What follows belongs to an exercise in optimizing a design on an open flow for small area and a short achievable clock period; a production flow would make more cautious choices.
Function not checked in this run: the RTL went through the layout flow alone.
Power and IR drop assume default switching activity.

**design/flow/config.mk**
```make
export PLATFORM = sky130hd
export DESIGN_NAME = robbus_engine
export DESIGN_NICKNAME = robbus_engine
export VERILOG_FILES = /design/flow/design.v
export SDC_FILE = /design/flow/constraint.sdc
export NUM_CORES = 4
export LEC_CHECK = 0
export CAP_MARGIN = 20
export CORE_MARGIN = 2
export CORE_UTILIZATION = 40
export SLEW_MARGIN = 20
```
**design/flow/constraint.sdc**
```tcl
create_clock -name core_clock -period 6.0 [get_ports {clk}]
set_input_delay 1.2000 -clock core_clock [delete_from_list [all_inputs] [get_ports {clk}]]
set_output_delay 1.2000 -clock core_clock [all_outputs]
set_load 0.01 [all_outputs]
```
**design/flow/design.v**
```verilog
module robbus_engine (
    input  wire         clk,
    input  wire         ev_valid,
    input  wire [9:0]   ev,
    input  wire [7:0]   store_rdata,
    input  wire [127:0] h_reply,
    output reg          tx_valid,
    output reg  [7:0]   tx_data,
    output wire         store_we,
    output wire [7:0]   store_wdata,
    output wire         h_call,
    output wire [127:0] h_arg
);
    localparam BUF_CAP = 64;
    localparam IN_CAP  = 16;
    localparam OUT_CAP = 16;
    localparam [7:0] ESC     = 8'h00;
    localparam [7:0] MK_SVC  = 8'h01;
    localparam [7:0] MK_REG  = 8'h02;
    localparam [7:0] MK_GRP  = 8'h03;
    localparam [7:0] SHIFT   = 8'h04;
    localparam [7:0] REPLY_BIT = 8'h80;
    localparam [7:0] SVC_ECHO        = 8'h10;
    localparam [7:0] SVC_DESCRIBE    = 8'h11;
    localparam [7:0] SVC_CHANGE_ADDR = 8'h12;
    localparam [2:0] RX_IDLE      = 3'd0;
    localparam [2:0] RX_WADDR     = 3'd1;
    localparam [2:0] RX_WGMASK    = 3'd2;
    localparam [2:0] RX_WLEN      = 3'd3;
    localparam [2:0] RX_WDATA     = 3'd4;
    localparam [2:0] RX_WCSUM     = 3'd5;
    localparam [2:0] TX_IDLE      = 3'd0;
    localparam [2:0] TX_START     = 3'd1;
    localparam [2:0] TX_ADDR      = 3'd2;
    localparam [2:0] TX_LEN       = 3'd3;
    localparam [2:0] TX_DATA      = 3'd4;
    reg [7:0] addr;
    reg [2:0] rx_state;
    reg       rx_esc;
    reg       is_svc;
    reg       is_grp;
    reg [7:0] rx_sum;
    reg [7:0] grp_addr;
    reg [7:0] rx_len;
    reg [7:0] rx_idx;
    reg [7:0] buf_mem [0:BUF_CAP-1];
    reg [2:0] tx_state;
    reg       tx_esc;
    reg [7:0] tx_sum;
    reg [7:0] tx_len;
    reg [7:0] tx_idx;
    reg [7:0] tx_mark;
    wire       ev_rx    = ev_valid && (ev[9:8] == 2'b00);
    wire       ev_tick  = ev_valid && (ev[9:8] == 2'b01);
    wire       ev_reset = ev_valid && (ev[9:8] == 2'b10);
    wire [7:0] b        = ev[7:0];
    wire       cls_esc  = ev_rx && !rx_esc && (b == ESC);
    wire       cls_mark = ev_rx && !rx_esc && (b == MK_SVC || b == MK_REG || b == MK_GRP);
    wire       cls_data = ev_rx && (rx_esc || b > MK_GRP);
    wire [7:0] v        = rx_esc ? (b - SHIFT) : b;
    wire [7:0] rx_sum_next = rx_sum + v;
    wire csum_ok   = cls_data && (rx_state == RX_WCSUM) && (rx_sum_next == 8'h00);
    wire do_cmd    = csum_ok && !is_svc;             
    wire do_prime_cmd = do_cmd && !is_grp;           
    wire [7:0] svc_cmd = buf_mem[0];
    wire do_echo     = csum_ok && is_svc && (svc_cmd == SVC_ECHO);
    wire do_describe = csum_ok && is_svc && (svc_cmd == SVC_DESCRIBE);
    wire ca_valid    = (buf_mem[2] == addr) && (buf_mem[3] == (addr ^ buf_mem[1]));
    wire do_chaddr   = csum_ok && is_svc && (svc_cmd == SVC_CHANGE_ADDR) && ca_valid;
    assign h_call      = do_cmd;
    assign store_we    = do_chaddr;
    assign store_wdata = buf_mem[1];
    genvar gi;
    generate
        for (gi = 0; gi < IN_CAP; gi = gi + 1) begin : g_harg
            assign h_arg[8*gi +: 8] = buf_mem[gi];
        end
    endgenerate
    wire [7:0] tx_rd = (tx_idx < BUF_CAP) ? buf_mem[tx_idx[5:0]] : 8'h00;
    reg [7:0] tx_v;          
    reg       tx_add_sum;    
    always @(*) begin
        tx_v       = 8'h00;
        tx_add_sum = 1'b0;
        case (tx_state)
            TX_ADDR: begin tx_v = addr | REPLY_BIT; tx_add_sum = 1'b1; end
            TX_LEN:  begin tx_v = tx_len;           tx_add_sum = 1'b1; end
            TX_DATA: begin
                if (tx_idx < tx_len) begin
                    tx_v = tx_rd;
                    tx_add_sum = 1'b1;
                end else begin
                    tx_v = 8'h00 - tx_sum;
                end
            end
            default: ;
        endcase
    end
    reg       tx_done;
    always @(*) begin
        tx_valid = 1'b0;
        tx_data  = 8'h00;
        tx_done  = 1'b0;
        if (ev_tick) begin
            if (tx_state == TX_START) begin
                tx_valid = 1'b1;
                tx_data  = tx_mark;
            end else if (tx_state != TX_IDLE) begin
                tx_valid = 1'b1;
                if (tx_esc) begin
                    tx_data = tx_v + SHIFT;
                    tx_done = 1'b1;
                end else if (tx_v <= MK_GRP) begin
                    tx_data = ESC;
                end else begin
                    tx_data = tx_v;
                    tx_done = 1'b1;
                end
            end
        end
    end
    integer i;
    always @(posedge clk) begin
        if (ev_reset) begin
            addr     <= store_rdata;
            rx_state <= RX_IDLE;
            rx_esc   <= 1'b0;
            is_svc   <= 1'b0;
            is_grp   <= 1'b0;
            rx_sum   <= 8'h00;
            tx_state <= TX_IDLE;
            tx_esc   <= 1'b0;
            tx_sum   <= 8'h00;
            for (i = 0; i < BUF_CAP; i = i + 1)
                buf_mem[i] <= 8'h00;
        end else if (ev_rx) begin
            rx_esc <= cls_esc;
            if (cls_mark) begin
                rx_sum   <= 8'h00;
                is_svc   <= (b == MK_SVC);
                is_grp   <= (b == MK_GRP);
                rx_state <= RX_WADDR;
            end else if (cls_data) begin
                case (rx_state)
                    RX_WADDR: begin
                        if (v[7]) begin
                            rx_state <= RX_IDLE;             
                        end else if (!is_grp) begin
                            if (v == addr) begin
                                rx_sum   <= rx_sum_next;
                                rx_state <= RX_WLEN;
                            end else begin
                                rx_state <= RX_IDLE;         
                            end
                        end else begin
                            grp_addr <= v;
                            rx_sum   <= rx_sum_next;
                            rx_state <= RX_WGMASK;
                        end
                    end
                    RX_WGMASK: begin
                        rx_sum <= rx_sum_next;
                        if ((v & grp_addr) == (v & addr))
                            rx_state <= RX_WLEN;
                        else
                            rx_state <= RX_IDLE;
                    end
                    RX_WLEN: begin
                        rx_sum <= rx_sum_next;
                        rx_len <= v;
                        rx_idx <= 8'h00;
                        rx_state <= (v == 8'h00) ? RX_WCSUM : RX_WDATA;
                    end
                    RX_WDATA: begin
                        rx_sum <= rx_sum_next;
                        if (rx_idx < BUF_CAP)
                            buf_mem[rx_idx[5:0]] <= v;
                        rx_idx <= rx_idx + 8'd1;
                        if (rx_idx + 8'd1 == rx_len)
                            rx_state <= RX_WCSUM;
                    end
                    RX_WCSUM: begin
                        rx_sum   <= rx_sum_next;
                        rx_state <= RX_IDLE;
                        if (csum_ok) begin
                            if (is_svc) begin
                                if (do_echo) begin
                                    tx_mark  <= MK_SVC;
                                    tx_len   <= rx_len;
                                    tx_idx   <= 8'h00;
                                    tx_sum   <= 8'h00;
                                    tx_esc   <= 1'b0;
                                    tx_state <= TX_START;
                                end else if (do_describe || do_chaddr) begin
                                    if (do_chaddr)
                                        addr <= buf_mem[1];
                                    buf_mem[0] <= IN_CAP;
                                    buf_mem[1] <= OUT_CAP;
                                    tx_mark  <= MK_SVC;
                                    tx_len   <= 8'd2;
                                    tx_idx   <= 8'h00;
                                    tx_sum   <= 8'h00;
                                    tx_esc   <= 1'b0;
                                    tx_state <= TX_START;
                                end
                            end else begin
                                for (i = 0; i < OUT_CAP; i = i + 1)
                                    buf_mem[i] <= h_reply[8*i +: 8];
                                if (!is_grp) begin
                                    tx_mark  <= MK_REG;
                                    tx_len   <= OUT_CAP;
                                    tx_idx   <= 8'h00;
                                    tx_sum   <= 8'h00;
                                    tx_esc   <= 1'b0;
                                    tx_state <= TX_START;
                                end
                            end
                        end
                    end
                    default: ;   
                endcase
            end
        end else if (ev_tick) begin
            case (tx_state)
                TX_START: tx_state <= TX_ADDR;
                TX_ADDR, TX_LEN, TX_DATA: begin
                    tx_esc <= !tx_done;
                    if (tx_done && tx_add_sum)
                        tx_sum <= tx_sum + tx_v;
                    if (tx_done) begin
                        case (tx_state)
                            TX_ADDR: tx_state <= TX_LEN;
                            TX_LEN:  tx_state <= TX_DATA;
                            default: begin
                                if (tx_idx < tx_len)
                                    tx_idx <= tx_idx + 8'd1;
                                else
                                    tx_state <= TX_IDLE;
                            end
                        endcase
                    end
                end
                default: ;
            endcase
        end
    end
endmodule
```
**design/flow/run.sh**
```bash
#!/bin/bash
# synth_recipe.tcl (not shown) runs the flow's synth.tcl, then flattens the netlist and writes it again
# the make line also repeats each setting of config.mk as NAME=value (left out here)
make -C /OpenROAD-flow-scripts/flow DESIGN_CONFIG=/design/flow/config.mk WORK_HOME=/design/flow/orfs CLKGATE_MAP_FILE= SYNTH_SCRIPT=/design/flow/synth_recipe.tcl finish
```
==> results.txt <==
[kinds of logic after synthesis]
group,after synthesis,synth area share
compound gates,284,0.06785
xor+xnor,72,0.02206
buf+inv,208,0.03435
mux,201,0.1205
simple gates,934,0.1398
fa+ha+maj,38,0.01679
flops,593,0.5987
[worst max-delay path: cells and delay by family (launching register included)]
family / cells / cell delay [ns]
buffers and inverters: 3 / 0.71
adders and majority gates: 1 / 0.17
and+or+nand+nor: 3 / 0.70
DFF: 1 / 0.38
muxes: 3 / 1.43
AOI/OAI and AO/OA: 3 / 0.58
[timing repair]
action / 4_1_cts / 5_1_grt
cloned: 0 / 0
pin swaps: 0 / 2
endpoints found under the setup margin: 7 / 8
buffers inserted: 5 / 2
gates resized for setup: 3 / 11
[worst max path at each step]
stage | start | endpoint | slack (ns) | cells past startpoint
after floorplan | ev[2] | store_we | 0.62 | 12
after global placement | ev[2] | store_we | -0.12 | 16
after detailed placement | ev[2] | store_we | -0.15 | 16
after CTS | ev[2] | h_call | 0.02 | 15
after global routing | register | tx_data[0] | 0.01 | 13
final | register | tx_data[0] | 0.15 | 13
[power by group]
group / switching, uW / internal (uW)
clock: 1660 / 1980
sequential: 87.8 / 4580
combinational: 505 / 384
total: 2250 / 6950
[final cells by class]
class | count | area [um^2]
Sequential cell | 593 | 17500
Tap cell | 959 | 1200
Timing Repair Buffer | 453 | 4379
Antenna cell | 4 | 10.01
Inverter | 41 | 153.9
Multi-Input combinational cell | 1529 | 10840
Fill cell | 6325 | 36660
Clock buffer | 70 | 1560
Clock inverter | 41 | 290.3
[through the flow]
step | std cells | setup TNS [ns]
floorplan | 2330 | 0
global placement | 3568 | -0.1813
detailed placement | 3568 | -0.2173
CTS | 3684 | 0
global route | 3688 | 0
finish | 3690 | 0
[layout by cell type, fill, tap and decap left out, drive strengths merged, types with 37 or more instances in the layout]
master         instances
o21ai                 89
clkbuf                70
nand3                 41
mux4                 120
edfxtp               561
xor2                  39
a22o                  51
inv                   39
nor2                 413
and3                  60
buf                  160
nand2                285
clkdlybuf4s50        291
clkinv                37
mux2i                 77
[flip-flops by register name, indices dropped and copies added (netlist names), named ones only]
signal and count:
addr 8, buf_mem 512, grp_addr 7, is_grp 1, is_svc 1, rx_esc 1, rx_idx 8, rx_len 8
rx_state 3, rx_sum 8, tx_esc 1, tx_idx 8, tx_len 8, tx_mark 2, tx_state 3, tx_sum 8
[metal layers]
metal	GRT usage	vias to the layer above
li1	-	9350
met1	0.3796	11110
met2	0.4110	1345
met3	0.08319	195
met4	0.09239	6
met5	0	-
==> out/metrics.csv <==
metric;value;unit
Required @ worst endpoint;4.80;ns
post-DR wirelength/cell;28.47;um
pre-CTS setup slack;-0.1471;ns
PnR worst setup slack;0.1494;ns
CP Cell Sequence;buf_12, mux4_2, mux4_2, mux2i_1, o21ai_0, a21oi_2, ha_1, inv_1, nor4b_2, nand3_1, a32oi_1, nor2_1, clkdlybuf4s50_1;
Max FO, Critical Path;14;
Core Footprint;0.07259;mm^2
Core Rows;99;
Yosys warnings;1;
CP Class;register to output pin;
DR top layer;met5;
Syn Nets;2516;
CTS sink cnt;593;
gpl congestion;0.9563;
PD cells;256.1;mW/mm^2
EDFF count, synth;561;
first-pass GRT wire length;147700;um
Final Util;0.4950;
smallest hold slack;0.4743;ns
Avg Cell Area, Syn;12.54;um^2
share of the synthesized area in the top cell type;0.5767;
HP Class;register to register;
Setup crit end kind;output pin;
antenna viol nets, final;0;
run status;timing/DRC/antenna clean;
Hold Startpoint;is_grp;
Die X;274.2;um
critical path's most frequent cell;mux4_2;
DR pass1 iterations;6;
Worst Skew;0.02070;ns
DR WL met3;13080;um
area grow syn2layout;23.00;%
largest net degree at the start of global routing;70;
Worst Tran Pin Value;1.031;ns
Startpoint Class;register;
Tmin final;5.851;ns
period utilisation layout;0.9751;
RSZ-0062 raised after global routing;false;
vias in the first global route;21280;
maximum VDD drop;241.6;uV
Final Max Tran Viols;0;
Post-synth ARST share;0;
H-tree depth;2;
Hold Path End;is_grp;
leading area contributor after synthesis;edfxtp_1;
DRT iter0 DRCs;3159;
DP Wirelength;74680;um
die height;274.2;um
Num CTS Buffers;61;
max_slew headroom;0.3127;
Max clock buf depth;3;
slowest stage delay, CP;0.58;ns
CTS tree;built;
share of layout cells above drive strength 1;0.1500;
root buf cell;clkbuf_16;
ys flop type;edfxtp_1;
Worst path slowest cell;mux4_2;
Via Count;22010;
Pwr Total;9200;uW
cells after synthesis;2330;
total gr overflow;0;
Area after DPL;0.03390;mm^2
most frequent cell after synthesis;edfxtp_1;
reg2reg path depth;17;
Hold Path Depth;2;
IO Pins;295;
Synth Register Bits;593;
synth top area cells;edfxtp_1 (58%), mux4_2 (9.3%), nor2_1 (5.3%), nand2_1 (3.7%), mux2i_1 (2.6%);
die area;0.07520;mm^2
max_cap viols;0;
f_max;170.9;MHz
Post-synth top cells;edfxtp_1 (561), nor2_1 (413), nand2_1 (285);
length of routed wiring on met1;41550;um
Routed WL;105000;um
All-Layer GR Usage;0.2742;
hold_buf cts;0;
Final Hold Viols;0;
Skew-Pair Late Insertion Delay;0.64;ns
initial antenna violation count;8;
worst path arrival time;4.65;ns
Via density;5.964;
initial core utilization;0.4024;
nets@finish;2865;
Synth Cell Area;0.02921;mm^2
DRC violations left;0;
Reg-to-Reg End;tx_sum[7];
FF-to-FF setup slack;1.09;ns
sequential area share after synthesis;0.5987;
Port Buf Inserts;294;
LEAKAGE;0.01333;uW
WL met2;46550;um
Final Setup Violations;0;
synth unique cells;75;
clock slew seen by the registers of the worst setup and hold paths;0.06;ns
Final Cell Area;0.03593;mm^2

[re-timing with driven ports]
Ports are ideal in the flow. The routed layout listed here was re-timed in OpenROAD. Step 1: set_driving_cell puts a clkbuf_16 on clk and a buf_2 on each other input, an assumption about the parent block. Step 2 moves the port delays by t, midway between the first and last clock arrival at a register: inputs arrive t later, outputs are due t later. That takes back most of the time a late clock gives input paths. a / b / c = ideal ports / drivers / drivers and shift; a / b = the first two.
t (ns): 0.693
setup WS [ns]: 0.149 / 0.085 / 0.263
worst setup path after step 2: input to output
worst register clock-pin slew, ns: 0.07 / 0.07
cell pins on the clock port's net: 1
After both steps this run still meets setup and hold. For this run, drivers alone change the setup slack by -0.064 ns; drivers and shift together by +0.114 ns.
